From an optimization exercise on the open Yosys and OpenROAD flow, aimed at small area, a short achievable clock period and few clock cycles; shortcuts taken in it are not production practice.
Only simulation tests tie the RTL to the original design; equivalence was not proved.
No activity file was given, so power comes from the tool's default toggle rates.

Setup of oak:
## racebox_decoder
module racebox_decoder (
    input  wire        clk,
    input  wire        rst,
    input  wire        in_valid,
    input  wire [7:0]  in_data,
    output wire        in_ready,
    output wire        frame_valid,
    output wire        ck_error,
    output wire [31:0] itow,
    output wire [15:0] year,
    output wire [7:0]  month,
    output wire [7:0]  day,
    output wire [7:0]  hour,
    output wire [7:0]  minute,
    output wire [7:0]  second,
    output wire [7:0]  validity_flags,
    output wire [31:0] time_accuracy,
    output wire [31:0] nanoseconds,
    output wire [7:0]  fix_status,
    output wire [7:0]  fix_status_flags,
    output wire [7:0]  date_time_flags,
    output wire [7:0]  num_svs,
    output wire [31:0] longitude,
    output wire [31:0] latitude,
    output wire [31:0] wgs_altitude,
    output wire [31:0] msl_altitude,
    output wire [31:0] horizontal_accuracy,
    output wire [31:0] vertical_accuracy,
    output wire [31:0] speed,
    output wire [31:0] heading,
    output wire [31:0] speed_accuracy,
    output wire [31:0] heading_accuracy,
    output wire [15:0] pdop,
    output wire [7:0]  lat_lon_flags,
    output wire [7:0]  battery_status,
    output wire [15:0] gforce_x,
    output wire [15:0] gforce_y,
    output wire [15:0] gforce_z,
    output wire [15:0] rot_rate_x,
    output wire [15:0] rot_rate_y,
    output wire [15:0] rot_rate_z
);
For scale: ~690 flip-flops, about 650 I/O pins, ~22000 sq um of cells after synthesis.
export LEC_CHECK = 0
export CAP_MARGIN = 20
export CORE_MARGIN = 2
export CORE_UTILIZATION = 75
export PLACE_DENSITY = 0.8
export SLEW_MARGIN = 20
create_clock -name core_clock -period 100.0 [get_ports {clk}]
standard.sh (not shown) runs the stock make flow with config.mk's settings and CLKGATE_MAP_FILE= SYNTH_SCRIPT=/design/flow/synth_recipe.tcl, a recipe that flattens the netlist after the stock synthesis.
==> flow/flow/run.sh <==
#!/bin/bash
# Standard ORFS layout with the smallest buffer on each port and a clock
# tree of mid-size buffers without dummy loads.
set -euo pipefail
export BUFFER_PORTS_ARGS="-buffer_cell sky130_fd_sc_hd__buf_1"
export PLACE_PINS_ARGS="-min_distance 1 -min_distance_in_tracks"
export CTS_ARGS="-sink_clustering_enable -repair_clock_nets -dont_use_dummy_load -buf_list sky130_fd_sc_hd__clkbuf_8 -sink_clustering_size 16 -sink_clustering_max_diameter 50"
bash standard.sh > flow_make.log 2>&1
oak finished all stages; the layout is clean.
Testbench counts of oak, summed over its fixed seeds: cycles 100,212.
What pine does differently from oak at the input level:
==> flow/flow/run.sh <==
#!/bin/bash
# Standard ORFS layout with the smallest buffer on each port and a clock
# tree of mid-size buffers without dummy loads.
set -euo pipefail
export BUFFER_PORTS_ARGS="-buffer_cell sky130_fd_sc_hd__buf_1"
export CTS_ARGS="-sink_clustering_enable -repair_clock_nets -dont_use_dummy_load -buf_list sky130_fd_sc_hd__clkbuf_8 -root_buf sky130_fd_sc_hd__clkbuf_16 -sink_clustering_size 18 -sink_clustering_max_diameter 55"
bash standard.sh > flow_make.log 2>&1
==> comparison <==
- pine did not finish; the tool stopped in I/O pin placement (3_2_place_iop) with error PPL-0024.
- Summary of pine over oak: fraction of synthesized cell area in xor and xnor cells held; total standard cell area after synthesis held; post-synthesis mux area share held; width of the die held; fraction of the mapped netlist area in compound gates held.
- pine -> oak: number of enable flip-flop cells after synthesis delta 0, exact match
- Comparing oak against pine, there is no change at all in share of synthesized cell area in and, or, nand and nor gates.
- The proportion of register bits with asynchronous set or reset after synthesis of pine and that of oak are within noise of each other.
- Status: post-synthesis net count parity (oak, pine)
- On portion of the post-synthesis area used by sequential elements, oak tracks pine almost exactly.
- Instance count of the mapped netlist: pine vs oak identical
Input changes introduced in birch (baseline for comparison: pine):
diff --git a/flow/flow/run.sh b/flow/flow/run.sh
--- a/flow/flow/run.sh
+++ b/flow/flow/run.sh
@@ -5,0 +6 @@
+export PLACE_PINS_ARGS="-min_distance 1 -min_distance_in_tracks"
==> comparison <==
birch: flow completed, timing, DRC and antenna clean. Run status, pine: aborted in I/O pin placement (3_2_place_iop), error PPL-0024. Taking pine as the reference, in birch synthesized cell count barely changed; width of the chip held steady; number of enable-type register cells in the synthesized netlist was more or less identical. Compared pine against birch; distinct cell type count after synthesis within noise. As far as sequential share of the synthesized area goes, birch and pine are indistinguishable; the numbers are identical. [compare] base=pine new=birch: area share of and/or/nand/nor cells after synthesis held steady; number of nets in the synthesized netlist barely changed; synthesized area closely matched the old numbers. As far as post-synthesis area per instance goes, pine and birch are indistinguishable; the numbers are identical.
## Diff of input files: maple against birch
diff --git a/flow/config.mk b/flow/config.mk
--- a/flow/config.mk
+++ b/flow/config.mk
@@ -10,2 +10,2 @@
-export CORE_UTILIZATION = 75
-export PLACE_DENSITY = 0.8
+export CORE_UTILIZATION = 65
+export PLACE_DENSITY = 0.65
Findings:
In terms of fraction of final layout cells with drive strength greater than 1, birch and maple differ only marginally. Summary of maple over birch: total length of routed wires saw a decrease; post-route core utilization has decreased; clock group share of total power went up 0.2 points; reported net switching power fell by about 8%; met3 layer usage reported by global route lost 3.0 points. Die area ended up 15% higher on maple than on birch. Relative to birch, maple degrades worst hold slack. Between maple and birch, the post-route standard cell area excluding fillers figures differ only marginally.
Edits applied to the flow inputs when going from maple to cedar:
==> flow/flow/run.sh <==
#!/bin/bash
# Standard ORFS layout with the smallest buffer on each port and a clock
# tree of mid-size buffers without dummy loads.
set -euo pipefail
export BUFFER_PORTS_ARGS="-buffer_cell sky130_fd_sc_hd__buf_1"
export CTS_ARGS="-sink_clustering_enable -repair_clock_nets -dont_use_dummy_load -buf_list sky130_fd_sc_hd__clkbuf_8 -sink_clustering_size 16 -sink_clustering_max_diameter 50"
bash standard.sh > flow_make.log 2>&1
diff --git a/flow/config.mk b/flow/config.mk
--- a/flow/config.mk
+++ b/flow/config.mk
@@ -10,2 +10,2 @@
-export CORE_UTILIZATION = 65
-export PLACE_DENSITY = 0.65
+export CORE_UTILIZATION = 75
+export PLACE_DENSITY = 0.8
==> comparison <==
maple completed; timing, DRC and antenna clean
In the summary table, cedar is marked failed, with error PPL-0024 raised in I/O pin placement (3_2_place_iop).
From cedar to maple, number of nets in the synthesized netlist did not move at all.
Comparing cedar against maple, there is no change at all in simple-gate portion of the synthesized area.
Delta (cedar minus maple): number of distinct library cells after synthesis stayed essentially flat; synthesized cell count was more or less identical; average size of a mapped cell held; async set or reset register ratio after synthesis about even.
Going from maple to cedar, number of enable-type register cells in the synthesized netlist ~0 delta, placement row count fell 5.
Initial cell density of the core is lower on maple

## static timing again, ports no longer ideal
No port has a modelled driver above. Below, the same layouts with a new extraction and two added sets of constraints. Step 1 sets driving cells, clkbuf_16 on the clock port and buf_2 on the other inputs (assumed; they add their load-dependent delay and slew). Step 2 times the ports against the registers' clock, not the clock port: input delays grow and output delays shrink by t, the midpoint of the rising clock arrivals with the driver on. Slacks: ideal ports / drivers / drivers and shift; pairs: ideal ports / drivers.
run	shift t [ns]	setup WS [ns]	hold WS [ns]	cell pins on the clock port's net
oak	0.622	78.646 / 78.598 / 78.697	0.421 / 0.421 / 0.421	1
birch	0.557	78.699 / 78.649 / 78.540	0.441 / 0.441 / 0.441	1
maple	0.565	78.721 / 78.669 / 78.719	0.437 / 0.437 / 0.437	1
After both steps every run listed still meets setup and hold. The setup slack of birch, which loses most, moves by -0.050 ns with the drivers and by -0.159 ns with both steps.
